Source: an optimization exercise on an open RTL-to-GDS flow (aim: small area, a short achievable clock period and few clock cycles). Production flows keep margins and buffers that such runs may drop.
RTL that was checked went through simulation tests only; none was proved equivalent to the original.
Only the layout flow was run in runs 2 to 5; the RTL was not checked for function there.
Power and IR drop assume default switching activity.

--- design/flow/flow/run.sh ---
#!/bin/bash
set -euo pipefail
bash standard.sh SETUP_SLACK_MARGIN=7 CTS_ARGS=-sink_clustering_enable\ -repair_clock_nets\ -sink_buffer_max_cap_derate\ 0.003 finish > standard_flow.log 2>&1
--- design/flow/standard.sh ---
#!/bin/bash
# synth_recipe.tcl (not shown) runs the flow's synth.tcl, then flattens the netlist and writes it again
# the make line also repeats each setting of config.mk as NAME=value (left out here)
make -C /OpenROAD-flow-scripts/flow DESIGN_CONFIG=/design/flow/config.mk WORK_HOME=/design/flow/orfs CLKGATE_MAP_FILE= SYNTH_SCRIPT=/design/flow/synth_recipe.tcl "${@:-finish}"
--- design/flow/config.mk ---
export PLATFORM = sky130hd
export DESIGN_NAME = ota_core
export DESIGN_NICKNAME = ota_core
export VERILOG_FILES = /design/flow/design.v
export SDC_FILE = /design/flow/constraint.sdc
export NUM_CORES = 4
export LEC_CHECK = 0
export CAP_MARGIN = 20
export CORE_MARGIN = 2
export CORE_UTILIZATION = 40
export SLEW_MARGIN = 20
--- design/flow/constraint.sdc ---
create_clock -name core_clock -period 10.0 [get_ports {clk}]
set_input_delay 2.0000 -clock core_clock [delete_from_list [all_inputs] [get_ports {clk}]]
set_output_delay 2.0000 -clock core_clock [all_outputs]
set_load 0.01 [all_outputs]
--- design/flow/design.v ---
module ota_core (
    input  wire        clk,
    input  wire        rst,
    input  wire        cmd_valid,
    output reg         cmd_ready,
    input  wire [2:0]  cmd_op,
    input  wire [31:0] cmd_arg,
    input  wire        in_valid,
    output reg         in_ready,
    input  wire [7:0]  in_data,
    output reg         rsp_valid,
    output reg  [31:0] rsp_data,
    output reg         out_valid,
    output reg  [7:0]  out_data,
    output reg         dict_we,
    output reg  [10:0] dict_waddr,
    output reg  [7:0]  dict_wdata,
    output reg  [10:0] dict_raddr,
    input  wire [7:0]  dict_rdata
);
    localparam [31:0] MAGIC_DEFAULT = 32'h45535033;
    localparam [2:0] OP_CFG_MAGIC = 3'd1;
    localparam [2:0] OP_START     = 3'd2;
    localparam [2:0] OP_POLL      = 3'd3;
    localparam [2:0] OP_PROGRESS  = 3'd4;
    localparam [2:0] OP_VERIFY    = 3'd5;
    localparam [2:0] OP_RELEASE   = 3'd6;
    localparam [31:0] RES_INPROGRESS = 32'd0;
    localparam [31:0] RES_DONE       = 32'd1;
    localparam [31:0] ERR_HDR_LENGTH = -32'sd8;
    localparam [31:0] ERR_HDR_MAGIC  = -32'sd9;
    localparam [31:0] ERR_CHECKSUM   = -32'sd10;
    localparam [31:0] ERR_DOWNLOAD   = -32'sd11;
    localparam [2:0] ST_IDLE      = 3'd0;
    localparam [2:0] ST_HEADER    = 3'd1;
    localparam [2:0] ST_FILE      = 3'd2;
    localparam [2:0] ST_COMPLETED = 3'd3;
    localparam [2:0] ST_MAGIC     = 3'd4;
    localparam [2:0] ST_ERROR     = 3'd5;
    reg [2:0]  st;
    reg        err_is_len;
    reg [31:0] magic_cfg;
    reg [32:0] rem;              
    reg [31:0] written;          
    reg        wrapped;          
    reg [31:0] crc;
    reg [31:0] hdr_crc;
    reg [4:0]  hdr_fill;
    reg        len_ok, mag_ok, lborrow;
    reg [31:0] cl;               
    reg [7:0]  b0, b1;           
    reg        v0, v1;
    reg [30:0] bitq;             
    reg [4:0]  bitcnt;
    reg [1:0]  nopp;             
    reg        rd_act;           
    reg        a_lit;            
    reg [4:0]  cnt;              
    reg        last;             
    reg        dv;               
    reg        d_lit;            
    reg [10:0] dp;               
    reg        go;               
    reg [2:0]  op_r;             
    reg        busy;             
    reg [31:0] crc_next;
    integer i;
    always @* begin
        crc_next = crc ^ {24'd0, b0};
        for (i = 0; i < 8; i = i + 1)
            crc_next = crc_next[0] ? ((crc_next >> 1) ^ 32'hEDB88320) : (crc_next >> 1);
    end
    wire active  = (st == ST_HEADER) || (st == ST_FILE) || (st == ST_COMPLETED);
    wire in_file = (st == ST_FILE);
    wire in_hdr  = (st == ST_HEADER);
    wire full_ok = bitq[30] ? (bitcnt >= 5'd9)  : (bitcnt >= 5'd16);
    wire part_ok = bitq[30] ? (bitcnt >= 5'd17) : (bitcnt >= 5'd24);
    wire tp      = (nopp != 2'd0) && full_ok;
    wire take    = tp && (!rd_act || last);
    wire [1:0] nopp_a = !full_ok ? 2'd0 :
                        take     ? {1'b0, nopp[1] && part_ok} :
                        (nopp[1] && !part_ok) ? 2'd1 : nopp;
    wire feed    = v0 && in_file && !nopp_a[1];
    wire ib_go   = v0 && (!in_file || !nopp_a[1]);
    wire cmd_fire = cmd_valid && cmd_ready;
    wire in_fire  = in_valid && in_ready;
    wire do_start = go && (op_r == OP_START) && !active;
    wire do_poll  = go && (op_r == OP_POLL);
    reg         took;
    wire        cl_eq0 = (cl == 32'd0);
    wire        cl_eq1 = (cl == 32'd1);
    wire        cl_eq2 = (cl == 32'd2);
    wire        more   = !(took ? cl_eq1 : cl_eq0);
    function [32:0] pfx_and;
        input [32:0] x;
        integer j, l;
        begin
            pfx_and = x;
            for (l = 0; l < 6; l = l + 1)
                for (j = 0; j < 33; j = j + 1)
                    if (j & (1 << l))
                        pfx_and[j] = pfx_and[j] & pfx_and[((j >> l) << l) - 1];
        end
    endfunction
    wire [32:0] cl_p  = pfx_and({1'b1, ~cl});
    wire [31:0] cl_z  = {cl_p[30:0], 1'b1};
    wire [32:0] rem_p = pfx_and(~rem);
    wire [32:0] rem_z = {rem_p[31:0], 1'b1};
    wire [32:0] wr_p  = pfx_and({1'b1, written});
    wire [31:0] wr_z  = {wr_p[30:0], 1'b1};
    wire poll_end = busy && !more && !v0 && !tp && !rd_act;
    wire       fwd     = out_valid && (dp == written[10:0]);
    wire       wr_done = wrapped || (dp < written[10:0]);
    wire       s_lit   = d_lit;
    wire       s_fwd   = !d_lit && fwd;
    wire       s_ram   = !d_lit && !fwd && wr_done;
    wire       s_spc   = !d_lit && !fwd && !wr_done && (dp >= 11'd17);
    wire [7:0] dbyte   = ({8{s_lit}} & dp[7:0]) | ({8{s_fwd}} & out_data) |
                         ({8{s_ram}} & dict_rdata) | {2'b00, s_spc, 5'b00000};
    wire [38:0] ins   = {b0, 31'd0} >> bitcnt;
    wire [38:0] qx    = {bitq, 8'd0} | (feed ? ins : 39'd0);
    wire [30:0] q_n   = !take ? qx[38:8] : (bitq[30] ? qx[29:0] << 1 : qx[22:0] << 8);
    wire [4:0]  c_n   = !take ? (feed ? bitcnt + 5'd8 : bitcnt) :
                        bitq[30] ? (feed ? bitcnt - 5'd1 : bitcnt - 5'd9) :
                                   (feed ? bitcnt - 5'd8 : bitcnt - 5'd16);
    wire [7:0] rbyte = rem[8*hdr_fill[1:0] +: 8];
    wire [8:0] ldiff = {1'b0, rbyte} - {1'b0, (hdr_fill[1:0] == 2'd0) ? 8'd8 : {7'd0, lborrow}};
    wire v1_n   = (v1 && !ib_go) || (v0 && in_fire && !ib_go);
    wire more_n = in_fire ? !(took ? cl_eq2 : cl_eq1) : more;
    wire [31:0] written_n = written ^ ({32{out_valid}} & wr_z);
    wire       r_wr  = (op_r == OP_PROGRESS) && active;
    reg  [4:0] r_code;
    always @* begin
        r_code = ERR_DOWNLOAD[4:0];
        if (busy) begin
            case (st)
            ST_HEADER:    r_code = RES_INPROGRESS[4:0];
            ST_COMPLETED: r_code = RES_DONE[4:0];
            ST_FILE:      r_code = (rem == 33'd20) ? RES_DONE[4:0] :
                                   (rem[32] || rem[31:0] < 32'd20) ? ERR_DOWNLOAD[4:0] :
                                   RES_INPROGRESS[4:0];
            ST_MAGIC:     r_code = ERR_HDR_MAGIC[4:0];
            ST_ERROR:     r_code = err_is_len ? ERR_HDR_LENGTH[4:0] : ERR_DOWNLOAD[4:0];
            default:      r_code = ERR_DOWNLOAD[4:0];
            endcase
        end else begin
            case (op_r)
            OP_CFG_MAGIC: r_code = active ? ERR_DOWNLOAD[4:0] : RES_DONE[4:0];
            OP_PROGRESS, OP_VERIFY: begin
                if (st == ST_MAGIC)
                    r_code = ERR_HDR_MAGIC[4:0];
                else if (st == ST_ERROR)
                    r_code = err_is_len ? ERR_HDR_LENGTH[4:0] : ERR_DOWNLOAD[4:0];
                else if (op_r == OP_VERIFY && st == ST_COMPLETED)
                    r_code = (~crc == hdr_crc) ? RES_DONE[4:0] : ERR_CHECKSUM[4:0];
                else
                    r_code = ERR_DOWNLOAD[4:0];
            end
            OP_RELEASE:   r_code = RES_DONE[4:0];
            default:      r_code = ERR_DOWNLOAD[4:0];
            endcase
        end
    end
    always @* begin
        rsp_data   = cl;
        dict_we    = out_valid;
        dict_wdata = out_data;
        dict_waddr = written[10:0];
    end
    always @(posedge clk) begin
        if (rst) begin
            st        <= ST_IDLE;
            cmd_ready <= 1'b1;
            go        <= 1'b0;
            busy      <= 1'b0;
            in_ready  <= 1'b0;
            magic_cfg <= MAGIC_DEFAULT;
            rsp_valid <= 1'b0;
            out_valid <= 1'b0;
            v0        <= 1'b0;
            v1        <= 1'b0;
            nopp      <= 2'd0;
            rd_act    <= 1'b0;
            dv        <= 1'b0;
        end else begin
            go        <= cmd_fire;
            rsp_valid <= go ? (op_r != OP_POLL) : poll_end;
            cmd_ready <= cmd_ready ? !cmd_valid : (go ? (op_r != OP_POLL) : poll_end);
            busy      <= busy ? !poll_end : do_poll;
            if (go && op_r == OP_CFG_MAGIC && !active)
                magic_cfg <= cl;
            if (do_start)
                st <= ST_HEADER;
            else if (go && op_r == OP_RELEASE)
                st <= ST_IDLE;
            else if (ib_go && in_hdr && hdr_fill == 5'd19)
                st <= (!len_ok || lborrow) ? ST_ERROR : (!mag_ok ? ST_MAGIC : ST_FILE);
            else if (poll_end && in_file && (rem == 33'd20))
                st <= ST_COMPLETED;
            else if (poll_end && in_file && (rem[32] || rem[31:0] < 32'd20))
                st <= ST_ERROR;
            if (cmd_fire)
                in_ready <= 1'b1;
            else
                in_ready <= (busy || do_poll) && more_n && !v1_n;
            v0 <= ib_go ? (v1 || in_fire) : (v0 || in_fire);
            v1 <= v1_n;
            if (do_start)
                nopp <= 2'd0;
            else if (in_file)
                nopp <= nopp_a + {1'b0, feed};
            rd_act    <= take || (rd_act && !last);
            dv        <= rd_act;
            out_valid <= dv;
        end
    end
    always @(posedge clk) begin
        if (cmd_ready)
            op_r <= cmd_op;
        if (cmd_ready)
            cl <= cmd_arg;
        else if ((go && !(op_r == OP_POLL || (op_r == OP_START && !active))) || poll_end)
            cl <= (go && r_wr) ? written_n : {{27{r_code[4]}}, r_code};
        else
            cl <= cl ^ ({32{took}} & cl_z);       
        took <= in_fire;
        if (ib_go || !v0)
            b0 <= v1 ? b1 : in_data;
        if (!v1)
            b1 <= in_data;
        if (poll_end && in_file)
            err_is_len <= 1'b0;
        if (do_start) begin
            rem      <= {1'b0, cl};
            crc      <= 32'hFFFFFFFF;
            hdr_fill <= 5'd0;
            len_ok   <= 1'b1;
            mag_ok   <= 1'b1;
            lborrow  <= 1'b0;
        end else begin
            if (ib_go && in_file)
                rem <= rem ^ rem_z;                              
            if (ib_go && in_hdr) begin
                hdr_fill <= hdr_fill + 5'd1;
                if (hdr_fill[4:2] == 3'd0) begin
                    len_ok  <= len_ok && (b0 == ldiff[7:0]);
                    lborrow <= ldiff[8];
                end
                if (hdr_fill[4:2] == 3'd1)
                    hdr_crc <= {b0, hdr_crc[31:8]};
                if (hdr_fill[4:2] == 3'd2)
                    mag_ok <= mag_ok && (b0 == magic_cfg[8*hdr_fill[1:0] +: 8]);
                if (hdr_fill >= 5'd8)
                    crc <= crc_next;
                if (hdr_fill == 5'd19)
                    err_is_len <= 1'b1;
            end else if (ib_go && in_file) begin
                crc <= crc_next;
            end
        end
        if (do_start) begin
            bitq   <= 31'd0;
            bitcnt <= 5'd0;
        end else begin
            bitq   <= q_n;
            bitcnt <= c_n;
        end
        if (take) begin
            a_lit      <= bitq[30];
            dict_raddr <= bitq[30] ? {3'd0, bitq[29:22]} : bitq[29:19] + 11'd17;
            cnt        <= bitq[30] ? 5'd0 : {1'b0, bitq[18:15]} + 5'd1;
            last       <= bitq[30];
        end else begin
            a_lit      <= 1'b0;
            dict_raddr <= dict_raddr + 11'd1;
            cnt        <= cnt - 5'd1;
            last       <= (cnt == 5'd1);
        end
        d_lit    <= a_lit;
        dp       <= dict_raddr;
        out_data <= dbyte;
        written  <= do_start ? 32'd0 : written_n;
        wrapped  <= do_start ? 1'b0 : (wrapped || (out_valid && written[10:0] == 11'd2047));
    end
endmodule
==> impl_metrics.yaml, run 1 <==
clocking:
  cts_tree: "yes"
  root_buffer: "clkbuf_16"
  clk_pin_slew_worst_paths_ns: 0.06
  cts_hold_buf: 0
  clock_sinks: 312
  htree_levels: 2
  cts_inserted_buffers: 37
  cts.path.max_buffers: 3
  clk_latency_ns: 0.54
route:
  wl_mm: 51.7
  drt-initial-drc-count: 1288
  drt_pre_antenna_iters: 6
  drcViolationCount: 0
  num_vias: 14141
  ant_nets: 0
  routedWlPerCell_um: 20.5
  viasPerCell: 5.62
critical_path:
  crit_path_top_delay_cell: "dfxtp_4"
  cp-end-kind: "output port"
  cp_data_arrival_time_ns: 1.03
  worst-path-buf-inv: 1
  slowest_delay_ns: 0.38
  critPathLaunch: "cl[13]"
  crit_family: "flip-flops"
  critical_path.cell_chain: "buf_6"
  cp.required_ns: 8.00
  path_class: "reg2out"
  reg2reg_from: "bitcnt[1]"
  worstSetupStartpointType: "flip-flop"
  cp_max_fo: 2
synthesis:
  syn-num-nets: 1919
  yosysWarningCount: 1
  synth_cells: 1827
  synthFlopType: "dfxtp_1"
  synthSimpleGateAreaFrac_pct: 19.7
  synth_top_family_by_area: "simple AND/OR/NAND/NOR gates"
  synth-seq-cells: 312
  async_reset_ff_share_pct: 0
  ys_seq_area_share_pct: 42.0
  synth-edff-count: 75
  ys_types: 89
  synthXorXnorAreaFrac_pct: 11.8
  synth.area.mux_share_pct: 4.70
  synth_compound_area_share_pct: 14.0
  syn_avg_cell_area_um2: 9.12
  synth_fa_ha_area_share_pct: 2.84
  syn_area_um2: 16700
place:
  dp.cells: 2375
  hpwl_mm: 34.3
  place_congestion: 0.919
  io_buffers: 129
power:
  p_leak_nw: 7.67
  power_density_nw_per_um2: 221
  peakVddDrop_mv: 0.116
timing:
  skew_ns: 0.0162
  max_freq_ghz: 0.330
  setup_viol: 0
  rsz0062_at_grt: "true"
  finalCritPeriodShare_pct: 30.3
  tns_ns: 0
  tightest_slew_ns: 1.02
  slew_headroom_pct: 31.8
  timing.hold.ws_ns: 0.349
  hold_viol: 0
  final_max_slew_viol_count: 0
  finalCriticalPeriod_ns: 3.03
floorplan:
  dieArea_um2: 43300
  start_util_pct: 40.6
  rows: 74
  die_x_um: 208
  io_pins: 130
  core_area_um2: 41000
  die_h_um: 208
min_path:
  hold_path_class: "reg2reg"
  hp-start: "a_lit"
job:
  drv_cap: 0
final_layout:
  final_layout_size_suffix_gt1_share_pct: 19.1
  layout_commonest_cell: "nand2_1"
  n_fill_cell: 3776
  layout.cells.non_filler: 2517
  final_cell_mix: "nand2_1, dfxtp_1, xnor2_1"
  antenna_cells: 0
  fin_nets: 2053
  areaGrowthSynthToFinish_pct: 22.7
global_route:
  grt_pass1_vias: 13797
  grt_pass1_wl_mm: 79.9
  grt_max_degree: 81
  antenna_found_initial: 0
  grt_overflow_total: 0
  grt_usage_pct: 23.3
status:
  status: "complete, no violations"
==> power by group <==
part	internal [W]	switching (W)	total, W
registers	0.00150	0.000236	0.00174
logic	0.000712	0.000734	0.00145
clock network	0.000796	0.000543	0.00134
==> cells by family after synthesis <==
kind of cell    count (synthesis)
fa+ha+maj                      38
buf+inv                       187
simple gates                  660
mux                            50
flops                         312
compound gates                356
xor+xnor                      224
==> registers in the layout, indices dropped and copies added, names as in the netlist, 2 cells and up <==
signal,count
st,3
written,32
hdr_crc,32
dict_raddr,11
bitcnt,5
b0,8
op_r,3
crc,32
bitq,31
rem,33
hdr_fill,5
cnt,5
out_data,8
b1,8
magic_cfg,32
nopp,2
dp,11
cl,32
==> synth_stat cells (14+ instances only) <==
master / number / area (µm²)
nand4_1: 26 / 163
nor4_1: 28 / 175
nand3b_1: 14 / 105
inv_1: 59 / 221
nand2b_1: 18 / 113
edfxtp_1: 75 / 2250
ha_1: 37 / 463
a211oi_1: 21 / 158
xnor2_1: 155 / 1360
dfxtp_1: 237 / 4740
xor2_1: 68 / 596
o211ai_1: 25 / 188
and2_1: 30 / 188
mux4_2: 21 / 473
buf_2: 14 / 70.1
a21o_1: 18 / 135
o22ai_1: 15 / 93.8
nand3_1: 52 / 260
nand2_1: 229 / 860
nor2b_1: 24 / 150
nor3_1: 35 / 175
a21oi_1: 98 / 490
nor2_1: 135 / 507
mux2_2: 16 / 180
o21ai_0: 82 / 410
buf_4: 21 / 158
clkbuf_1: 79 / 297
==> metal layers <==
metal / vias up / track usage (%) / part of all wire [%]
met2: 508 / 39.1 / 48
li1: 6720 / - / -
met3: 104 / 3.91 / 6.0
met4: 0 / 8.48 / 3.0
met5: - / 0 / 0
met1: 6809 / 30.3 / 43
==> cell type report <==
type	count	area, µm²	area share [%]
timing repair buffer	219	2110	10.3
tap	532	666	3.25
sequential	312	7210	35.3
inverter	62	243	1.19
clock buffer	51	1030	5.03
multi-input combinational	1329	9040	44.2
clock inverter	12	141	0.691
==> final timing paths <==
path                   to  slack [ns]  cells after the start
min                 d_lit        0.35                      0
min reg2reg         d_lit        0.35                      0
max reg2reg      bitq[16]        7.10                      9
max          rsp_data[13]        6.97                      1
==> stage by stage <==
step	area, µm²	power (W)	setup WS (ns)	util (%)
after floorplan	16700	0.00261	6.99	-
after global placement	18200	0.00302	5.95	44.3
after detailed placement	18200	0.00303	5.83	44.3
after CTS	20200	0.00451	6.94	49.2
after global routing	20500	0.00475	6.93	49.9
final	20500	0.00452	6.97	49.9
==> what timing repair did <==
action / 4_1_cts / 5_1_grt
resized for setup: 507 / 36
setup endpoints to repair: 222 / 200
buffers inserted: 64 / 13
pin swaps: 3 / 5
gates cloned: 1 / 0
Testbench counts, summed over its fixed seeds: cycles 130,440.
==> inputs of run 2 (changes only) <==
--- a/design/flow/design.v
+++ b/design/flow/design.v
@@ -125,6 +125,7 @@
                                    (feed ? bitcnt - 5'd8 : bitcnt - 5'd16);
     wire [7:0] rbyte = rem[8*hdr_fill[1:0] +: 8];
     wire [8:0] ldiff = {1'b0, rbyte} - {1'b0, (hdr_fill[1:0] == 2'd0) ? 8'd8 : {7'd0, lborrow}};
+    wire       hdr_eq = (b0 == (hdr_fill[3] ? magic_cfg[8*hdr_fill[1:0] +: 8] : ldiff[7:0]));
     wire v1_n   = (v1 && !ib_go) || (v0 && in_fire && !ib_go);
     wire more_n = in_fire ? !(took ? cl_eq2 : cl_eq1) : more;
     wire [31:0] written_n = written ^ ({32{out_valid}} & wr_z);
@@ -243,13 +244,13 @@
             if (ib_go && in_hdr) begin
                 hdr_fill <= hdr_fill + 5'd1;
                 if (hdr_fill[4:2] == 3'd0) begin
-                    len_ok  <= len_ok && (b0 == ldiff[7:0]);
+                    len_ok  <= len_ok && hdr_eq;
                     lborrow <= ldiff[8];
                 end
                 if (hdr_fill[4:2] == 3'd1)
                     hdr_crc <= {b0, hdr_crc[31:8]};
                 if (hdr_fill[4:2] == 3'd2)
-                    mag_ok <= mag_ok && (b0 == magic_cfg[8*hdr_fill[1:0] +: 8]);
+                    mag_ok <= mag_ok && hdr_eq;
                 if (hdr_fill >= 5'd8)
                     crc <= crc_next;
                 if (hdr_fill == 5'd19)
==> design/flow/flow/run.sh (replaced) <==
#!/bin/bash
set -euo pipefail
bash standard.sh SETUP_SLACK_MARGIN=6.95 finish > standard_flow.log 2>&1
==> run 2 against run 1 <==
  * Die area down 1.8%
  * Global-route usage down 0.16 points
  * First-iteration DRC count down 25%
  * Critical path depth up 1
  * Worst hold slack worse by 0.0021 ns
  * Clock-buffer cell count down 2
  * Clock power up 5%
  * Via count down 0.93%
  * Cell count up 0.32%
  * Sequential cell count unchanged
  * Critical endpoint is now cmd_ready
  * Synthesized cell count down 1.0%
  * Wire length down 3.9%
==> impl_metrics.yaml, run 2 <==
route:
  viasPerCell: 5.55
  drcViolationCount: 0
  num_vias: 14009
  drt-initial-drc-count: 964
  ant_nets: 0
  drt_pre_antenna_iters: 6
  routedWlPerCell_um: 19.7
  wl_mm: 49.7
critical_path:
  cp_max_fo: 2
  worstSetupStartpointType: "flip-flop"
  cp-end-kind: "output port"
  cp_data_arrival_time_ns: 1.13
  path_class: "reg2out"
  rrSetupSlack_ns: 6.93
  crit_path_top_delay_cell: "dfxtp_4"
  reg2reg_to: "cl[7]"
  reg2reg_depth: 9
  critical_path.cell_chain: "buf_12 > buf_6"
  cp.required_ns: 8.00
  reg2reg_from: "cl[10]"
  slowest_delay_ns: 0.35
synthesis:
  synth_fa_ha_area_share_pct: 2.89
  synthSimpleGateAreaFrac_pct: 18.7
  synth-edff-count: 75
  syn_area_um2: 16400
  synth_top_area_cell: "dfxtp_1"
  ys_seq_area_share_pct: 42.7
  synth.area.mux_share_pct: 4.55
  ys_types: 85
  synth-seq-cells: 312
  synth_common_cells: "nand2_1, dfxtp_1, nor2_1"
  yosysTopAreaCellShare_pct: 29.0
  syn_avg_cell_area_um2: 9.05
  synth_top_family_by_area: "simple AND/OR/NAND/NOR gates"
  synth_cells: 1808
  synth_compound_area_share_pct: 14.3
  synthFlopType: "dfxtp_1"
  synth_most_common_cell: "nand2_1"
  yosysWarningCount: 1
  synthXorXnorAreaFrac_pct: 12.0
  yosys-top-cells-area: "dfxtp_1, edfxtp_1, xnor2_1"
  async_reset_ff_share_pct: 0
  syn-num-nets: 1900
final_layout:
  areaGrowthSynthToFinish_pct: 25.2
  top_register: "rem"
  layout_commonest_cell: "nand2_1"
  fin_nets: 2057
  n_fill_cell: 3716
  largest_reg_flops: 33
  final_layout_size_suffix_gt1_share_pct: 20.2
  antenna_cells: 0
  final_cell_mix: "nand2_1, dfxtp_1, nor2_1"
floorplan:
  io_pins: 130
  die_h_um: 206
  dieArea_um2: 42600
  core_area_um2: 40600
  rows: 74
  start_util_pct: 40.3
  die_x_um: 206
clocking:
  clock_sinks: 312
  cts_hold_buf: 0
  cts.path.max_buffers: 3
  htree_levels: 2
  cts_inserted_buffers: 37
  clk_latency_ns: 0.57
  clk_pin_slew_worst_paths_ns: 0.06
  root_buffer: "clkbuf_16"
  cts_tree: "yes"
global_route:
  antenna_found_initial: 1
  grt_usage_pct: 23.2
  grt_overflow_total: 0
  grt_pass1_wl_mm: 76.8
  grt_max_degree: 81
  grt_pass1_vias: 13424
timing:
  rsz0062_at_grt: "true"
  hold_viol: 0
  final_max_slew_viol_count: 0
  tightest_slew_ns: 1.09
  timing.hold.ws_ns: 0.347
  tns_ns: 0
  skew_ns: 0.0283
  finalCritPeriodShare_pct: 31.3
  max_freq_ghz: 0.319
  finalCriticalPeriod_ns: 3.13
  slew_headroom_pct: 27.4
  setup_viol: 0
power:
  fin_total_pwr_w: 0.00379
  peakVddDrop_mv: 0.120
  p_leak_nw: 7.73
  power_density_nw_per_um2: 185
place:
  io_buffers: 129
  hpwl_mm: 33.4
  place_congestion: 0.892
min_path:
  hp-start: "a_lit"
  hold_depth: 0
  hold_path_class: "reg2reg"
  hold_path_end: "d_lit"
job:
  drv_cap: 0
status:
  status: "complete, no violations"
[run 2: stage by stage]
stage	util [%]	setup WS, ns	cells	area, µm²
after detailed placement	44.1	6.23	2366	17900
after global routing	50.4	6.83	2525	20500
after CTS	49.7	6.83	2502	20200
final	50.4	6.87	2525	20500
after global placement	44.1	6.31	2366	17900
after floorplan	-	7.02	1808	16400
[run 2: how the worst max path moves through the flow]
stage                   start         to  slack (ns)  cells after the start
floorplan           bitcnt[0]    nopp[1]        7.02                     14
global placement    bitcnt[3]   bitq[13]        6.31                      9
detailed placement  bitcnt[3]   bitq[13]        6.23                      9
CTS                 cmd_ready  cmd_ready        6.83                      2
global route        cmd_ready  cmd_ready        6.83                      2
finish              cmd_ready  cmd_ready        6.87                      2
[run 2: layout make-up]
class	count	area (µm²)	share of cell area, %
clock buffer	49	1010	4.93
clock inverter	18	265	1.29
tap	532	666	3.25
timing repair buffer	232	2230	10.9
multi-input combinational	1317	8840	43.1
inverter	65	250	1.22
sequential	312	7230	35.3
[run 2: layer usage]
layer	up-vias	share of wire, %	track usage (%)
met3	92	6.2	4.10
met4	0	3.3	8.85
met5	-	0	0
met1	6723	45	31.2
li1	6693	-	-
met2	501	46	37.0
[run 2: logic make-up after synthesis]
| family | Yosys count |
|---|---|
| simple gates | 638 |
| compound gates | 364 |
| flops | 312 |
| xor+xnor | 222 |
| buf+inv | 182 |
| mux | 52 |
| fa+ha+maj | 38 |
[run 2: repair_timing]
| item | 4_1_cts | 5_1_grt |
|---|---|---|
| gates cloned | 5 | 0 |
| setup endpoints to repair | 218 | 159 |
| resized for setup | 523 | 37 |
| buffers inserted | 64 | 23 |
| pin swaps | 14 | 16 |
| hold endpoints to repair | 0 | 0 |
[run 2: critical path, delay by kind of cell (launching register included)]
family                 cells  cell delay, ns
buffers and inverters      2            0.23
flip-flops                 1            0.35
[run 2: report_power, final]
part           internal [W]  switching [W]
Combinational      0.000419       0.000481
Clock              0.000850       0.000559
Sequential          0.00138       0.000103
Total               0.00264        0.00114
==> inputs of run 3 (changes only) <==
--- a/design/flow/config.mk
+++ b/design/flow/config.mk
@@ -7,5 +7,5 @@
 export LEC_CHECK = 0
 export CAP_MARGIN = 20
 export CORE_MARGIN = 2
-export CORE_UTILIZATION = 40
+export CORE_UTILIZATION = 45
 export SLEW_MARGIN = 20
==> run 3 against run 2 <==
  * Critical path type unchanged
  * Still clean
  * Largest power group unchanged
  * Wire length rose by 0.74%
  * Non-clock buffer count fell by 24
  * Register-to-register slack improved by 0.05 ns
  * Highest routed layer is now met5
  * Total power fell by 0.22%
  * Via count fell by 0.36%
  * Design area fell by 3.0%
==> impl_metrics.yaml, run 3 <==
synthesis:
  syn_area_um2: 16400
  synth_top_area_cell: "dfxtp_1"
  yosysTopAreaCellShare_pct: 29.0
  synth-edff-count: 75
  ys_types: 85
  synth_most_common_cell: "nand2_1"
  synth_top_family_by_area: "simple AND/OR/NAND/NOR gates"
  yosysWarningCount: 1
  synth.area.mux_share_pct: 4.55
  synthFlopType: "dfxtp_1"
  synth_compound_area_share_pct: 14.3
  synth_common_cells: "nand2_1, dfxtp_1, nor2_1"
  synth_cells: 1808
  synthSimpleGateAreaFrac_pct: 18.7
  synth-seq-cells: 312
  yosys-top-cells-area: "dfxtp_1, edfxtp_1, xnor2_1"
  syn-num-nets: 1900
  synth_fa_ha_area_share_pct: 2.89
  async_reset_ff_share_pct: 0
  synthXorXnorAreaFrac_pct: 12.0
  syn_avg_cell_area_um2: 9.05
  ys_seq_area_share_pct: 42.7
critical_path:
  path_class: "reg2out"
  cp-end-kind: "output port"
  worstSetupStartpointType: "flip-flop"
  slowest_delay_ns: 0.35
  critical_path.cell_chain: "buf_12 > buf_8"
  cp_data_arrival_time_ns: 1.12
  cp.required_ns: 8.00
  cp_max_fo: 2
  crit_path_top_delay_cell: "dfxtp_4"
final_layout:
  fin_nets: 2033
  largest_reg_flops: 33
  layout_commonest_cell: "nand2_1"
  multiInputGateArea_um2: 8820
  final_layout_size_suffix_gt1_share_pct: 19.4
  seq_area_um2: 7220
  finalInstanceArea_um2: 19900
  areaGrowthSynthToFinish_pct: 21.4
  top_register: "rem"
  n_fill_cell: 3296
  final_cell_mix: "nand2_1, dfxtp_1, nor2_1"
floorplan:
  start_util_pct: 45.9
  die_x_um: 195
  rows: 69
  io_pins: 130
  core_area_um2: 35700
  die_h_um: 195
  dieArea_um2: 37900
power:
  power_density_nw_per_um2: 190
  fin_total_pwr_w: 0.00378
  p_leak_nw: 7.53
  peakVddDrop_mv: 0.113
clocking:
  root_buffer: "clkbuf_16"
  clk_pin_slew_worst_paths_ns: 0.06
  clock_sinks: 312
  htree_levels: 2
  cts.path.max_buffers: 3
  cts_hold_buf: 0
  cts_inserted_buffers: 37
  cts_tree: "yes"
  clk_latency_ns: 0.53
global_route:
  grt_pass1_wl_mm: 78.8
  grt_overflow_total: 0
  grt_pass1_vias: 13742
  antenna_found_initial: 2
  grt_usage_pct: 26.2
  grt_max_degree: 75
timing:
  slew_headroom_pct: 33.5
  rsz0062_at_grt: "true"
  setup_viol: 0
  hold_viol: 0
  skew_ns: 0.0220
  tightest_slew_ns: 0.991
  finalCriticalPeriod_ns: 3.12
  finalCritPeriodShare_pct: 31.2
  max_freq_ghz: 0.321
  final_max_slew_viol_count: 0
  tns_ns: 0
min_path:
  hold_path_class: "reg2reg"
route:
  ant_nets: 0
  drcViolationCount: 0
  routedWlPerCell_um: 20.6
  drt-initial-drc-count: 1064
  num_vias: 13958
  viasPerCell: 5.74
  wl_mm: 50.0
  drt_pre_antenna_iters: 5
place:
  io_buffers: 129
  dpl_cell_area_um2: 17900
  place_congestion: 0.933
  hpwl_mm: 34.0
status:
  status: "complete, no violations"
job:
  drv_cap: 0
==> run 3: cell counts after synthesis <==
No cell type changed its count.
==> run 3: final cells by class <==
type / instances / area share [%]
clock inverter: 7 / 0.466
clock buffer: 61 / 6.25
timing repair buffer: 208 / 8.40
tap: 461 / 2.90
multi-input combinational: 1317 / 44.4
antenna: 1 / 0.0126
sequential: 312 / 36.3
inverter: 65 / 1.27
==> run 3: final timing paths <==
kind | start | to | slack (ns) | cells past startpoint
hold / removal | a_lit | d_lit | 0.33 | 0
setup / recovery | cmd_ready | cmd_ready | 6.88 | 2
setup reg to reg | cl[10] | cl[14] | 6.98 | 9
hold reg to reg | a_lit | d_lit | 0.33 | 0
==> run 3: stage by stage <==
| step | setup slack, ns | util, % | hold WS [ns] | instances |
|---|---|---|---|---|
| 6_report | 6.88 | 55.7 | 0.333 | 2432 |
| 5_1_grt | 6.85 | 55.7 | 0.346 | 2432 |
| 4_1_cts | 6.85 | 54.9 | 0.335 | 2418 |
| 3_5_place_dp | 6.25 | 50.1 | 0.322 | 2297 |
| 3_3_place_gp | 6.41 | 50.1 | 0.325 | 2297 |
| 2_1_floorplan | 7.02 | - | 0.310 | 1808 |
==> run 3: layer usage <==
layer	wire (µm)	track usage, %	vias up
li1	-	-	6646
met1	22300	36.5	6719
met2	22600	41.2	492
met3	3410	4.25	99
met4	1630	9.12	2
met5	11	0	-
==> run 3: cell families (layout without fill, tap and decap cells) <==
group                      Yosys count  in the layout
AOI/OAI and AO/OA                  364            364
xor gates and xnor gates           222            222
adders and majority gates           38             38
buffers and inverters              182            341
DFF                                312            312
muxes                               52             52
other                                0              1
and+or+nand+nor                    638            641
==> run 3: repair_timing <==
item,CTS,global route
pin swaps,4,13
gates cloned,4,1
setup endpoints to repair,213,147
setup buffers,49,11
gates resized for setup,442,53
==> run 3: power by group <==
part / total [W] / internal [W] / leakage [nW] / switching [W]
Clock: 0.00144 / 0.000901 / 0.661 / 0.000539
Combinational: 0.000859 / 0.000386 / 4.20 / 0.000473
Sequential: 0.00148 / 0.00138 / 2.66 / 0.000104
==> run 3: critical path, delay by kind of cell, from the launching register on <==
family	cells	cell delay, ns
DFF	1	0.35
buffers and inverters	2	0.23
==> inputs of run 4 (changes only) <==
--- a/design/flow/design.v
+++ b/design/flow/design.v
@@ -43,6 +43,7 @@
     reg [32:0] rem;              
     reg [31:0] written;          
     reg        wrapped;          
+    reg        wr_inc;           
     reg [31:0] crc;
     reg [31:0] hdr_crc;
     reg [4:0]  hdr_fill;
@@ -83,6 +84,7 @@
     wire feed    = v0 && in_file && !nopp_a[1];
     wire ib_go   = v0 && (!in_file || !nopp_a[1]);
     wire cmd_fire = cmd_valid && cmd_ready;
+    wire idle     = !go && !busy;    
     wire in_fire  = in_valid && in_ready;
     wire do_start = go && (op_r == OP_START) && !active;
     wire do_poll  = go && (op_r == OP_POLL);
@@ -109,7 +111,7 @@
     wire [32:0] wr_p  = pfx_and({1'b1, written});
     wire [31:0] wr_z  = {wr_p[30:0], 1'b1};
     wire poll_end = busy && !more && !v0 && !tp && !rd_act;
-    wire       fwd     = out_valid && (dp == written[10:0]);
+    wire       fwd     = wr_inc && (dp == written[10:0]);
     wire       wr_done = wrapped || (dp < written[10:0]);
     wire       s_lit   = d_lit;
     wire       s_fwd   = !d_lit && fwd;
@@ -128,7 +130,7 @@
     wire       hdr_eq = (b0 == (hdr_fill[3] ? magic_cfg[8*hdr_fill[1:0] +: 8] : ldiff[7:0]));
     wire v1_n   = (v1 && !ib_go) || (v0 && in_fire && !ib_go);
     wire more_n = in_fire ? !(took ? cl_eq2 : cl_eq1) : more;
-    wire [31:0] written_n = written ^ ({32{out_valid}} & wr_z);
+    wire [31:0] written_n = written ^ ({32{wr_inc}} & wr_z);
     wire       r_wr  = (op_r == OP_PROGRESS) && active;
     reg  [4:0] r_code;
     always @* begin
@@ -216,9 +218,9 @@
         end
     end
     always @(posedge clk) begin
-        if (cmd_ready)
+        if (idle)
             op_r <= cmd_op;
-        if (cmd_ready)
+        if (idle)
             cl <= cmd_arg;
         else if ((go && !(op_r == OP_POLL || (op_r == OP_START && !active))) || poll_end)
             cl <= (go && r_wr) ? written_n : {{27{r_code[4]}}, r_code};
@@ -281,6 +283,7 @@
         dp       <= dict_raddr;
         out_data <= dbyte;
         written  <= do_start ? 32'd0 : written_n;
-        wrapped  <= do_start ? 1'b0 : (wrapped || (out_valid && written[10:0] == 11'd2047));
+        wrapped  <= do_start ? 1'b0 : (wrapped || (wr_inc && written[10:0] == 11'd2047));
+        wr_inc   <= dv;
     end
 endmodule
==> run 4 against run 3 <==
  * Combinational power grew about 40%
  * Sequential cell count grew 1
  * Register-to-register slack lost 0.09 ns
  * Setup slack gained 0.010 ns
  * Cell count grew 2.4%
==> impl_metrics.yaml, run 4 <==
clocking:
  root_buffer: "clkbuf_16"
  clk_latency_ns: 0.54
  cts.path.max_buffers: 3
  cts_hold_buf: 0
  cts_tree: "yes"
  cts_inserted_buffers: 37
  clock_sinks: 313
  clk_pin_slew_worst_paths_ns: 0.06
  htree_levels: 2
place:
  hpwl_mm: 33.9
  place_congestion: 0.877
  io_buffers: 129
  place_ws_ns: 5.59
job:
  drv_cap: 0
floorplan:
  die_h_um: 195
  dieArea_um2: 38100
  rows: 69
  start_util_pct: 46.0
  io_pins: 130
  core_area_um2: 35700
  die_x_um: 195
synthesis:
  ys_seq_area_share_pct: 42.7
  synth_top_area_cell: "dfxtp_1"
  syn-num-nets: 1928
  synthFlopType: "dfxtp_1"
  synth_most_common_cell: "dfxtp_1"
  yosysWarningCount: 1
  yosysTopAreaCellShare_pct: 29.0
  synth_common_cells: "dfxtp_1, nand2_1, xnor2_1"
  syn_area_um2: 16400
  synth-seq-cells: 313
  yosys-top-cells-area: "dfxtp_1, edfxtp_1, xnor2_1"
  syn_avg_cell_area_um2: 8.95
  ys_types: 80
  synth_cells: 1836
  async_reset_ff_share_pct: 0
  synth-edff-count: 75
critical_path:
  path_class: "reg2reg"
  worst-path-buf-inv: 2
  reg2reg_depth: 11
  crit_path_top_delay_cell: "mux4_2"
  crit_path_frequent_cell: "o31a_1"
  reg2reg_to: "mag_ok"
  cp_data_arrival_time_ns: 3.55
  critical_path.cell_chain: "mux4_2 > inv_2 > ha_4 > inv_1 > o31a_1 > o31a_1 > o31ai_4 > xnor2_1 > a2111o_1 > or4b_1 > a21o_1"
  worstSetupStartpointType: "flip-flop"
  slowest_delay_ns: 0.52
  rrSetupSlack_ns: 6.89
  cp.required_ns: 10.44
  crit_family: "compound AO/OA/AOI/OAI gates"
  reg2reg_from: "rem[24]"
  cp-end-kind: "flip-flop"
  cp_max_fo: 3
timing:
  timing.hold.ws_ns: 0.353
  tns_ns: 0
  finalCriticalPeriod_ns: 3.11
  final_max_slew_viol_count: 0
  max_freq_ghz: 0.322
  rsz0062_at_grt: "true"
  tightest_slew_ns: 0.964
  setup_viol: 0
  hold_viol: 0
  skew_ns: 0.0210
  slew_headroom_pct: 35.1
  fin_ws_ns: 6.89
  finalCritPeriodShare_pct: 31.1
min_path:
  hold_path_class: "reg2reg"
  hold_depth: 0
  hold_path_end: "d_lit"
  hp-start: "a_lit"
power:
  power_density_nw_per_um2: 210
  peakVddDrop_mv: 0.158
  p_leak_nw: 7.56
route:
  drt_pre_antenna_iters: 5
  wl_mm: 51.7
  drt-initial-drc-count: 1139
  num_vias: 14381
  drcViolationCount: 0
  viasPerCell: 5.78
  routedWlPerCell_um: 20.8
  ant_nets: 0
global_route:
  grt_usage_pct: 26.4
  grt_max_degree: 85
  antenna_found_initial: 0
  grt_pass1_wl_mm: 79.3
  grt_pass1_vias: 13776
  grt_overflow_total: 0
final_layout:
  final_layout_size_suffix_gt1_share_pct: 21.2
  areaGrowthSynthToFinish_pct: 24.2
  fin_nets: 2093
  largest_reg_flops: 33
  top_register: "rem"
  antenna_cells: 0
  layout_commonest_cell: "nand2_1"
  final_cell_mix: "nand2_1, dfxtp_1, xnor2_1"
status:
  status: "complete, no violations"
## run 4: timing repair
item	CTS	global route
setup endpoints to repair	232	138
resized for setup	485	47
pin swaps	12	16
gates cloned	5	2
setup buffers	65	31
## run 4: power breakdown
part / total [W] / internal (W) / switching, W
clock network: 0.00143 / 0.000882 / 0.000552
registers: 0.00166 / 0.00146 / 0.000195
logic: 0.00120 / 0.000569 / 0.000627
total: 0.00429 / 0.00291 / 0.00137
## run 4: how the worst max path moves through the flow
stage | start | endpoint | depth (start not counted)
after floorplan | hdr_fill[0] | mag_ok | 14
after global placement | bitcnt[0] | crc[6] | 10
after global routing | rem[24] | mag_ok | 11
after CTS | rem[24] | mag_ok | 12
after detailed placement | bitcnt[0] | crc[16] | 11
final | rem[24] | mag_ok | 11
## run 4: stage by stage
step           power, W  utilization, %  instance area [µm²]  std cells
4_1_cts         0.00425            55.7                19900       2457
2_1_floorplan   0.00241               -                16500       1836
5_1_grt         0.00448            57.1                20400       2490
6_report        0.00429            57.1                20400       2490
3_3_place_gp    0.00276            50.1                17900       2319
3_5_place_dp    0.00276            50.2                17900       2320
## run 4: kinds of logic (layout without fill, tap and decap cells)
kind of cell	count (synthesis)	in the layout	share of synthesized area, %
fa+ha+maj	38	38	2.88
flops	313	313	42.7
compound gates	389	391	14.7
xor+xnor	227	227	12.1
simple gates	642	644	18.7
buf+inv	184	373	4.80
mux	43	43	4.15
## run 4: metal layers
metal  vias to the layer above  GRT usage, %  share of wire, %
met3                       105          4.08               6.4
met4                         0          9.27               3.6
met1                      6933          36.0                44
li1                       6816             -                 -
met2                       527          42.6                46
met5                         -             0                 0
## run 4: final cells by class
cell class / count / area, µm²
clock buffers: 59 / 1210
clock inverters: 8 / 98.8
fillers: 3247 / 15300
inverters: 64 / 258
multi-input cells: 1343 / 9000
flip-flops and latches: 313 / 7250
well taps: 461 / 577
repair buffers: 240 / 2010
repair inverters: 2 / 12.5
## run 4: worst reg2reg max path: stages, from the launching register on
cell and delay [ns]:
edfxtp_1 0.44, mux4_2 0.52, inv_2 0.09, ha_4 0.14, inv_1 0.05, o31a_1 0.26, o31a_1 0.33, o31ai_4 0.26
xnor2_1 0.15, a2111o_1 0.15, or4b_1 0.44, a21o_1 0.19
==> inputs of run 5 (changes only) <==
==> design/flow/flow/run.sh (replaced) <==
#!/bin/bash
set -euo pipefail
bash standard.sh SETUP_SLACK_MARGIN=7 finish > standard_flow.log 2>&1
==> run 5 against run 4 <==
  * First-iteration DRC count grew 22%
  * Synthesized cell count is the same
  * Critical path depth grew 1
  * Non-clock buffer count grew 20
  * Clock-buffer cell count shrank 5
==> impl_metrics.yaml, run 5 <==
status:
  status: "complete, no violations"
clocking:
  clk_pin_slew_worst_paths_ns: 0.06
  htree_levels: 2
  cts_tree: "yes"
  clock_sinks: 313
  cts_inserted_buffers: 36
  cts_hold_buf: 0
  clk_latency_ns: 0.54
  root_buffer: "clkbuf_16"
  cts.path.max_buffers: 3
synthesis:
  yosysTopAreaCellShare_pct: 29.0
  synth_cells: 1836
  yosysWarningCount: 1
  synth_compound_area_share_pct: 14.7
  synth-seq-cells: 313
  syn_avg_cell_area_um2: 8.95
  synth_most_common_cell: "dfxtp_1"
  synth_fa_ha_area_share_pct: 2.88
  synth_top_area_cell: "dfxtp_1"
  async_reset_ff_share_pct: 0
  synthSimpleGateAreaFrac_pct: 18.7
  ys_types: 80
  syn-num-nets: 1928
  syn_area_um2: 16400
  yosys-top-cells-area: "dfxtp_1, edfxtp_1, xnor2_1"
  synth-edff-count: 75
  synth_common_cells: "dfxtp_1, nand2_1, xnor2_1"
  synthFlopType: "dfxtp_1"
  synthXorXnorAreaFrac_pct: 12.1
  ys_seq_area_share_pct: 42.7
  synth.area.mux_share_pct: 4.15
  synth_top_family_by_area: "simple AND/OR/NAND/NOR gates"
timing:
  final_max_slew_viol_count: 0
  tns_ns: 0
  tightest_slew_ns: 0.937
  setup_viol: 0
  max_freq_ghz: 0.316
  fin_ws_ns: 6.83
  slew_headroom_pct: 37.5
  rsz0062_at_grt: "true"
  skew_ns: 0.0141
  finalCriticalPeriod_ns: 3.17
  finalCritPeriodShare_pct: 31.7
  hold_viol: 0
place:
  place_congestion: 0.929
  hpwl_mm: 34.4
  io_buffers: 129
  place_ws_ns: 5.97
  dp.cells: 2320
global_route:
  grt_usage_pct: 26.6
  grt_max_degree: 62
  antenna_found_initial: 0
  grt_pass1_vias: 13963
  grt_overflow_total: 0
  grt_pass1_wl_mm: 80.5
power:
  power_density_nw_per_um2: 203
  peakVddDrop_mv: 0.131
  fin_total_pwr_w: 0.00422
  p_leak_nw: 7.68
floorplan:
  io_pins: 130
  start_util_pct: 46.0
  die_x_um: 195
  die_h_um: 195
  core_area_um2: 35700
  dieArea_um2: 38100
  rows: 69
route:
  num_vias: 14709
  routedWlPerCell_um: 20.9
  drt_pre_antenna_iters: 6
  drcViolationCount: 0
  wl_mm: 52.5
  viasPerCell: 5.87
  drt-initial-drc-count: 1395
  ant_nets: 0
critical_path:
  cp.required_ns: 10.43
  cp-end-kind: "flip-flop"
  worstSetupStartpointType: "flip-flop"
  cp_data_arrival_time_ns: 3.59
  crit_path_top_delay_cell: "mux4_2"
  cp_max_fo: 7
  path_class: "reg2reg"
  critical_path.cell_chain: "mux4_2 > inv_2 > ha_4 > ha_4 > inv_2 > o21a_4 > or4_1 > a31oi_1 > a2111o_1 > a2111o_1 > or4b_4 > a21o_1"
  slowest_delay_ns: 0.51
final_layout:
  final_cell_mix: "nand2_1, dfxtp_1, xnor2_1"
  layout.cells.non_filler: 2507
  top_register: "rem"
  antenna_cells: 0
  final_layout_size_suffix_gt1_share_pct: 22.3
  fin_nets: 2111
  largest_reg_flops: 33
  layout_commonest_cell: "nand2_1"
  utilization_pct: 58.0
  areaGrowthSynthToFinish_pct: 26.2
job:
  drv_cap: 0
min_path:
  hold_path_class: "reg2reg"
==> run 5: cell counts after synthesis <==
No cell type changed its count.
==> run 5: logic make-up (layout without fill, tap and decap cells) <==
| logic type | count (synthesis) | after routing |
|---|---|---|
| buffers and inverters | 184 | 390 |
| and+or+nand+nor | 642 | 645 |
| DFF | 313 | 313 |
| xor gates and xnor gates | 227 | 227 |
| adders and majority gates | 38 | 38 |
| muxes | 43 | 43 |
| AOI/OAI and AO/OA | 389 | 390 |
==> run 5: area by class of cell <==
class	instances	area (µm²)
clock buffers	54	1110
multi-input cells	1343	9030
repair buffers	260	2440
repair inverters	1	7.51
well taps	461	577
flip-flops and latches	313	7250
inverters	64	263
fillers	3154	15000
clock inverters	11	72.6
==> run 5: metrics by stage <==
step	hold slack, ns	instance area [µm²]
floorplan	0.310	16500
global placement	0.350	17900
detailed placement	0.336	17900
CTS	0.360	20200
global route	0.371	20700
finish	0.358	20700
==> run 5: timing repair <==
item,CTS,global route
setup buffers,85,31
pin swaps,8,17
gates cloned,4,2
resized for setup,551,54
endpoints found under the setup margin,232,222
==> run 5: report_power, final <==
part	leakage [nW]	switching, W	internal (W)
combinational	4.41	0.000639	0.000617
clock	0.585	0.000540	0.000770
sequential	2.68	0.000189	0.00146
==> run 5: per-layer routing <==
layer | track usage, % | routed length [µm] | share of wire [%] | up-vias
met5 | 0 | 0 | 0 | -
met4 | 8.82 | 1600 | 3.1 | 0
met3 | 3.82 | 3510 | 6.7 | 126
met2 | 44.4 | 24500 | 47 | 617
met1 | 35.5 | 22900 | 44 | 7106
li1 | - | - | - | 6860
==> run 5: critical path, delay by kind of cell (launching register included) <==
kind / cells / cell delay [ns]
AOI/OAI and AO/OA: 5 / 0.86
and+or+nand+nor: 2 / 0.86
muxes: 1 / 0.51
DFF: 1 / 0.44
adders and majority gates: 2 / 0.27
buffers and inverters: 2 / 0.12
==> run 5: final timing paths <==
path,startpoint,endpoint,slack (ns),cells after the start
setup reg to reg,rem[24],mag_ok,6.83,12
hold / removal,dv,wr_inc,0.36,0
hold reg to reg,dv,wr_inc,0.36,0
setup / recovery,rem[24],mag_ok,6.83,12
==> inputs of run 6 (changes only) <==
--- a/design/flow/design.v
+++ b/design/flow/design.v
@@ -56,7 +56,7 @@
     reg [1:0]  nopp;             
     reg        rd_act;           
     reg        a_lit;            
-    reg [4:0]  cnt;              
+    reg [3:0]  cnt;              
     reg        last;             
     reg        dv;               
     reg        d_lit;            
@@ -127,7 +127,6 @@
                                    (feed ? bitcnt - 5'd8 : bitcnt - 5'd16);
     wire [7:0] rbyte = rem[8*hdr_fill[1:0] +: 8];
     wire [8:0] ldiff = {1'b0, rbyte} - {1'b0, (hdr_fill[1:0] == 2'd0) ? 8'd8 : {7'd0, lborrow}};
-    wire       hdr_eq = (b0 == (hdr_fill[3] ? magic_cfg[8*hdr_fill[1:0] +: 8] : ldiff[7:0]));
     wire v1_n   = (v1 && !ib_go) || (v0 && in_fire && !ib_go);
     wire more_n = in_fire ? !(took ? cl_eq2 : cl_eq1) : more;
     wire [31:0] written_n = written ^ ({32{wr_inc}} & wr_z);
@@ -246,13 +245,13 @@
             if (ib_go && in_hdr) begin
                 hdr_fill <= hdr_fill + 5'd1;
                 if (hdr_fill[4:2] == 3'd0) begin
-                    len_ok  <= len_ok && hdr_eq;
+                    len_ok  <= len_ok && (b0 == ldiff[7:0]);
                     lborrow <= ldiff[8];
                 end
                 if (hdr_fill[4:2] == 3'd1)
                     hdr_crc <= {b0, hdr_crc[31:8]};
                 if (hdr_fill[4:2] == 3'd2)
-                    mag_ok <= mag_ok && hdr_eq;
+                    mag_ok <= mag_ok && (b0 == magic_cfg[8*hdr_fill[1:0] +: 8]);
                 if (hdr_fill >= 5'd8)
                     crc <= crc_next;
                 if (hdr_fill == 5'd19)
@@ -271,13 +270,13 @@
         if (take) begin
             a_lit      <= bitq[30];
             dict_raddr <= bitq[30] ? {3'd0, bitq[29:22]} : bitq[29:19] + 11'd17;
-            cnt        <= bitq[30] ? 5'd0 : {1'b0, bitq[18:15]} + 5'd1;
+            cnt        <= bitq[18:15];
             last       <= bitq[30];
         end else begin
             a_lit      <= 1'b0;
             dict_raddr <= dict_raddr + 11'd1;
-            cnt        <= cnt - 5'd1;
-            last       <= (cnt == 5'd1);
+            cnt        <= cnt - 4'd1;
+            last       <= (cnt == 4'd0);
         end
         d_lit    <= a_lit;
         dp       <= dict_raddr;
==> design/flow/flow/run.sh (replaced) <==
#!/bin/bash
set -euo pipefail
bash standard.sh SETUP_SLACK_MARGIN=6.95 finish > standard_flow.log 2>&1
==> run 6 against run 5 <==
  * Still clean
  * Clock-buffer cell count is 2 higher
  * Sequential share of layout area rose by 0.85 points
  * Maximum frequency increased by 4.4%
  * Core utilization fell by 2.9 points
  * Clock power rose by 9%
  * Sequential power about the same
  * Wire length shrank 1.8%
  * Via count is 4.4% lower
  * Highest routed layer unchanged
==> impl_metrics.yaml, run 6 <==
status:
  status: "complete, no violations"
timing:
  max_freq_ghz: 0.330
  hold_viol: 0
  rsz0062_at_grt: "true"
  tns_ns: 0
  skew_ns: 0.0155
  tightest_slew_ns: 1.16
  finalCriticalPeriod_ns: 3.03
  setup_viol: 0
  slew_headroom_pct: 22.2
  final_max_slew_viol_count: 0
  finalCritPeriodShare_pct: 30.3
floorplan:
  dieArea_um2: 38400
  die_x_um: 196
  rows: 70
  io_pins: 130
  start_util_pct: 45.5
  core_area_um2: 36400
  die_h_um: 196
synthesis:
  syn_area_um2: 16600
  synthFlopType: "dfxtp_1"
  async_reset_ff_share_pct: 0
  syn-num-nets: 1913
  synth_most_common_cell: "dfxtp_1"
  yosys-top-cells-area: "dfxtp_1, edfxtp_1, xnor2_1"
  ys_seq_area_share_pct: 42.2
  synth_top_area_cell: "dfxtp_1"
  synth_common_cells: "dfxtp_1, nand2_1, nor2_1"
  yosysTopAreaCellShare_pct: 28.6
  yosysWarningCount: 1
  synth-edff-count: 75
  synth-seq-cells: 312
  syn_avg_cell_area_um2: 9.09
  synth_cells: 1823
  ys_types: 79
route:
  drt_pre_antenna_iters: 6
  drcViolationCount: 0
  wl_mm: 51.6
  drt-initial-drc-count: 1180
  viasPerCell: 5.75
  routedWlPerCell_um: 21.1
  num_vias: 14057
  ant_nets: 0
global_route:
  grt_max_degree: 62
  antenna_found_initial: 0
  top_usage_layer: "met2"
  grt_overflow_total: 0
  grtUsageMet1_pct: 34.9
  grt_pass1_vias: 13801
  grt_usage_pct: 26.6
  grt_pass1_wl_mm: 79.4
  gr-usage-met2_pct: 42.9
  grtUsageMet3_pct: 4.74
final_layout:
  n_fill_cell: 3312
  top_register: "rem"
  antenna_cells: 0
  largest_reg_flops: 33
  finalInstanceArea_um2: 20100
  layout_commonest_cell: "nand2_1"
  fin_nets: 2042
  final_layout_size_suffix_gt1_share_pct: 19.7
  areaGrowthSynthToFinish_pct: 21.4
  final_cell_mix: "nand2_1, dfxtp_1, xnor2_1"
power:
  p_sw_share_pct: 32.2
  combinationalPowerShare_pct: 28.4
  p_seq_share_pct: 38.7
  p_sw_w: 0.00140
  p_leak_nw: 7.42
  power_density_nw_per_um2: 216
  internal_power_w: 0.00295
  peakVddDrop_mv: 0.120
  p_clk_share_pct: 32.9
  fin_total_pwr_w: 0.00435
place:
  place_congestion: 0.915
  dpl_cell_area_um2: 18000
  io_buffers: 129
  hpwl_mm: 35.5
clocking:
  cts_inserted_buffers: 37
  clock_sinks: 312
  root_buffer: "clkbuf_16"
  htree_levels: 2
  cts.path.max_buffers: 3
  clk_latency_ns: 0.54
  clk_pin_slew_worst_paths_ns: 0.06
  cts_tree: "yes"
critical_path:
  crit_path_top_delay_cell: "dfxtp_4"
  cp-end-kind: "output port"
  cp_data_arrival_time_ns: 1.03
  cp.required_ns: 8.00
  cp_max_fo: 2
  slowest_delay_ns: 0.36
  path_class: "reg2out"
  crit_family: "flip-flops"
  worstSetupStartpointType: "flip-flop"
  rrSetupSlack_ns: 7.02
  worst-path-buf-inv: 1
  critical_path.cell_chain: "buf_6"
min_path:
  hold_path_class: "reg2reg"
job:
  drv_cap: 0
-- run 6: cell types whose count changed after synthesis, sizes merged, moves of 12 or more --
cell,change
a21oi,-26
a211oi,+15
and2,+16
a31oi,+12
xnor2,-36
xor2,+34
nand3,-15
nand3b,+13
inv,-22
-- run 6: per-layer routing --
metal  wire length, µm  share of wire (%)  vias to the layer above
met1             22300                 43                     6799
met2             23900                 46                      427
met4              2400                4.6                        0
li1                  -                  -                     6710
met5                 0                  0                        -
met3              2940                5.7                      121
-- run 6: cells by family (layout without fill, tap and decap cells) --
family / after synthesis / after routing / share of synthesized area (%)
flip-flops: 312 / 312 / 42.2
AND/OR/NAND/NOR: 673 / 676 / 20.3
multiplexers: 49 / 49 / 4.67
XOR/XNOR: 225 / 225 / 11.9
buffers and inverters: 170 / 321 / 4.49
adder cells (fa/ha/maj): 36 / 36 / 2.70
AO/OA/AOI/OAI: 358 / 359 / 13.7
-- run 6: metrics by stage --
stage	instances	utilization, %	hold slack, ns	setup slack (ns)
final	2446	55.2	0.326	6.97
after global routing	2446	55.2	0.328	6.94
after CTS	2422	54.2	0.328	6.94
after detailed placement	2309	49.5	0.314	5.68
after global placement	2307	49.4	0.321	5.86
after floorplan	1823	-	0.310	6.95
-- run 6: timing repair --
action	CTS	global route
setup buffers	45	22
endpoints found under the setup margin	237	100
hold buffers	0	0
cloned	3	1
hold endpoints to repair	0	0
pin swaps	4	7
resized for setup	475	36
-- run 6: final cells by class --
cell class	instances	area [µm²]	share of cell area [%]
Timing Repair Buffer	212	1800	8.98
Clock inverter	9	150	0.747
Multi-Input combinational cell	1345	9050	45.0
Inverter	44	171	0.853
Tap cell	468	586	2.91
Clock buffer	56	1140	5.68
Sequential cell	312	7200	35.8
-- run 6: final timing paths --
path | start | to | cells after the start
max | cl[12] | rsp_data[12] | 1
min | a_lit | d_lit | 0
max reg2reg | cl[4] | cl[24] | 9
min reg2reg | a_lit | d_lit | 0
-- run 6: power groups by stage --
| stage | logic (W) | clock network [W] | registers, W |
|---|---|---|---|
| after detailed placement | 0.00114 | 0 | 0.00172 |
| final | 0.00123 | 0.00143 | 0.00168 |
| after CTS | 0.00119 | 0.00146 | 0.00168 |
| after global routing | 0.00134 | 0.00151 | 0.00171 |
| after global placement | 0.00112 | 0 | 0.00172 |
| after floorplan | 0.000809 | 0 | 0.00165 |
Testbench counts of run 6, summed over its fixed seeds: cycles 130,440.
==> inputs of run 7 (changes only) <==
--- a/design/flow/config.mk
+++ b/design/flow/config.mk
@@ -7,5 +7,5 @@
 export LEC_CHECK = 0
 export CAP_MARGIN = 20
 export CORE_MARGIN = 2
-export CORE_UTILIZATION = 45
+export CORE_UTILIZATION = 40
 export SLEW_MARGIN = 20
==> run 7 against run 6 <==
  * Highest routed layer unchanged
  * Clock-buffer cell count is 6 lower
  * Wire length is 0.71% lower
  * Worst hold slack better by 0.0080 ns
  * Die area is 12% higher
  * Still clean
  * Register-to-register slack better by 0.02 ns
  * Global-route usage is 3.4 points lower
  * Non-clock buffer count is 4 higher
  * Cell count is 2.8% higher
  * Clock power is 3% lower
==> impl_metrics.yaml, run 7 <==
status:
  status: "complete, no violations"
synthesis:
  syn_avg_cell_area_um2: 9.09
  syn-num-nets: 1913
  yosys-top-cells-area: "dfxtp_1, edfxtp_1, xnor2_1"
  synthFlopType: "dfxtp_1"
  synth-edff-count: 75
  synth_most_common_cell: "dfxtp_1"
  yosysWarningCount: 1
  syn_area_um2: 16600
  synth_cells: 1823
  async_reset_ff_share_pct: 0
  synth-seq-cells: 312
  ys_types: 79
  yosysTopAreaCellShare_pct: 28.6
  ys_seq_area_share_pct: 42.2
  synth_common_cells: "dfxtp_1, nand2_1, nor2_1"
  synth_top_area_cell: "dfxtp_1"
critical_path:
  critical_path.cell_chain: "buf_4"
  crit_family: "flip-flops"
  cp_max_fo: 2
  cp-end-kind: "output port"
  slowest_delay_ns: 0.35
  cp_data_arrival_time_ns: 1.04
  worstSetupStartpointType: "flip-flop"
  cp.required_ns: 8.00
  path_class: "reg2out"
  worst-path-buf-inv: 1
  crit_path_top_delay_cell: "dfxtp_1"
route:
  wl_met2_mm: 23.8
  wl_mm: 51.2
  viasPerCell: 5.61
  maxUsedRoutingLayer: "met4"
  num_vias: 14110
  routedWlPerCell_um: 20.4
  drt-initial-drc-count: 1100
  wl_met3_mm: 3.11
  drt_pre_antenna_iters: 5
  routedLengthMet1_mm: 21.9
  ant_nets: 0
  drcViolationCount: 0
global_route:
  grt_pass1_vias: 13640
  grt_usage_pct: 23.2
  grt_overflow_total: 0
  grt_pass1_wl_mm: 79.1
  grt_max_degree: 51
  antenna_found_initial: 0
final_layout:
  antenna_cells: 0
  areaGrowthSynthToFinish_pct: 21.2
  largest_reg_flops: 33
  final_layout_size_suffix_gt1_share_pct: 19.5
  n_fill_cell: 3813
  layout_commonest_cell: "nand2_1"
  fin_nets: 2045
  final_cell_mix: "nand2_1, dfxtp_1, xnor2_1"
  top_register: "rem"
power:
  p_sw_share_pct: 32.7
  p_clk_share_pct: 32.3
  peakVddDrop_mv: 0.137
  p_sw_w: 0.00139
  p_seq_share_pct: 39.5
  internal_power_w: 0.00288
  p_leak_nw: 7.37
  power_density_nw_per_um2: 213
  combinationalPowerShare_pct: 28.2
clocking:
  cts_tree: "yes"
  clk_latency_ns: 0.55
  cts_inserted_buffers: 37
  root_buffer: "clkbuf_16"
  clk_pin_slew_worst_paths_ns: 0.06
  cts_hold_buf: 0
  htree_levels: 2
  clock_sinks: 312
  cts.path.max_buffers: 3
floorplan:
  die_x_um: 207
  rows: 74
  die_h_um: 207
  io_pins: 130
  start_util_pct: 40.6
  dieArea_um2: 43100
  core_area_um2: 40800
timing:
  tightest_slew_ns: 0.861
  skew_ns: 0.0227
  rsz0062_at_grt: "true"
  finalCritPeriodShare_pct: 30.4
  max_freq_ghz: 0.329
  setup_viol: 0
  fin_ws_ns: 6.96
  final_max_slew_viol_count: 0
  hold_viol: 0
  finalCriticalPeriod_ns: 3.04
  tns_ns: 0
  slew_headroom_pct: 42.1
place:
  place_ws_ns: 5.72
  place_congestion: 0.904
  hpwl_mm: 35.3
  io_buffers: 129
job:
  drv_cap: 0
min_path:
  hold_path_class: "reg2reg"
[run 7: cell counts after synthesis]
No cell type changed its count.
[run 7: power by group through the flow]
stage	clock [W]	sequential (W)	combinational (W)
6_report	0.00138	0.00169	0.00121
5_1_grt	0.00145	0.00171	0.00133
4_1_cts	0.00140	0.00168	0.00119
3_5_place_dp	0	0.00172	0.00113
3_3_place_gp	0	0.00171	0.00112
2_1_floorplan	0	0.00165	0.000809
[run 7: area by class of cell]
cell class	count	area, µm²	area share [%]
clock buffer	50	1070	5.32
timing repair buffer	216	1790	8.91
clock inverter	16	159	0.791
sequential	312	7200	35.8
inverter	44	171	0.854
multi-input combinational	1344	9030	45.0
tap	532	666	3.32
[run 7: timing repair]
| action | in CTS | in global routing |
|---|---|---|
| resized for setup | 475 | 31 |
| pin swaps | 3 | 6 |
| gates cloned | 2 | 1 |
| buffers inserted | 47 | 21 |
| endpoints found under the setup margin | 231 | 141 |
[run 7: path summary, 6_finish.rpt]
| path | startpoint | endpoint | slack (ns) | cells after the start |
|---|---|---|---|---|
| max | in_ready | in_ready | 6.96 | 1 |
| min | a_lit | d_lit | 0.33 | 0 |
| max reg2reg | rem[8] | cl[11] | 7.04 | 8 |
| min reg2reg | a_lit | d_lit | 0.33 | 0 |
[run 7: logic make-up after synthesis]
| kind of cell | count (synthesis) | synth area share [%] |
|---|---|---|
| compound gates | 358 | 13.7 |
| xor+xnor | 225 | 11.9 |
| simple gates | 673 | 20.3 |
| fa+ha+maj | 36 | 2.70 |
| buf+inv | 170 | 4.49 |
| flops | 312 | 42.2 |
| mux | 49 | 4.67 |
[run 7: routing by layer]
| layer | vias to the layer above | global-route usage (%) |
|---|---|---|
| li1 | 6730 | - |
| met1 | 6813 | 29.6 |
| met2 | 462 | 38.3 |
| met3 | 105 | 3.99 |
| met4 | 0 | 10.8 |
| met5 | - | 0 |
[run 7: metrics by stage]
step / util [%] / cells / total power (W) / hold WS (ns) / instance area (µm²)
finish: 49.2 / 2514 / 0.00427 / 0.334 / 20100
global route: 49.2 / 2514 / 0.00449 / 0.342 / 20100
CTS: 48.5 / 2491 / 0.00427 / 0.340 / 19800
detailed placement: 44.4 / 2376 / 0.00285 / 0.314 / 18100
global placement: 44.3 / 2375 / 0.00284 / 0.314 / 18100
floorplan: - / 1823 / 0.00246 / 0.310 / 16600

what the ideal ports hide:
In the flow no input, the clock included, has a driving cell. The finished layouts below were timed again as built, in two steps.
Step 1, drivers: a clkbuf_16 drives clk and a buf_2 each remaining input, both assumed.
Step 2 moves the port delays by t, midway between the first and last clock arrival at a register: inputs arrive t later, outputs are due t later. That takes back most of the time a late clock gives input paths.
Slacks: ideal / step 1 / step 2; pairs: ideal / step 1.
| run | shift t [ns] | setup slack, ns | worst hold slack (ns) | worst setup path after step 2 | worst register clock-pin slew, ns |
|---|---|---|---|---|---|
| run 1 | 0.593 | 6.968 / 6.911 / 6.584 | 0.349 / 0.349 / 0.349 | input to register | 0.07 / 0.07 |
| run 2 | 0.613 | 6.866 / 6.808 / 6.544 | 0.347 / 0.347 / 0.347 | input to register | 0.07 / 0.07 |
| run 3 | 0.566 | 6.883 / 6.832 / 6.529 | 0.333 / 0.333 / 0.333 | input to register | 0.06 / 0.06 |
| run 4 | 0.586 | 6.893 / 6.893 / 6.456 | 0.353 / 0.353 / 0.353 | input to register | 0.06 / 0.06 |
| run 5 | 0.581 | 6.834 / 6.834 / 6.485 | 0.358 / 0.358 / 0.358 | input to register | 0.06 / 0.06 |
| run 6 | 0.591 | 6.968 / 6.914 / 6.472 | 0.326 / 0.326 / 0.326 | input to register | 0.06 / 0.06 |
| run 7 | 0.599 | 6.965 / 6.910 / 6.490 | 0.334 / 0.334 / 0.334 | input to register | 0.06 / 0.06 |
After both steps every run listed still meets setup and hold. For run 6, which loses most, drivers alone change the setup slack by -0.054 ns; drivers and shift together by -0.496 ns.
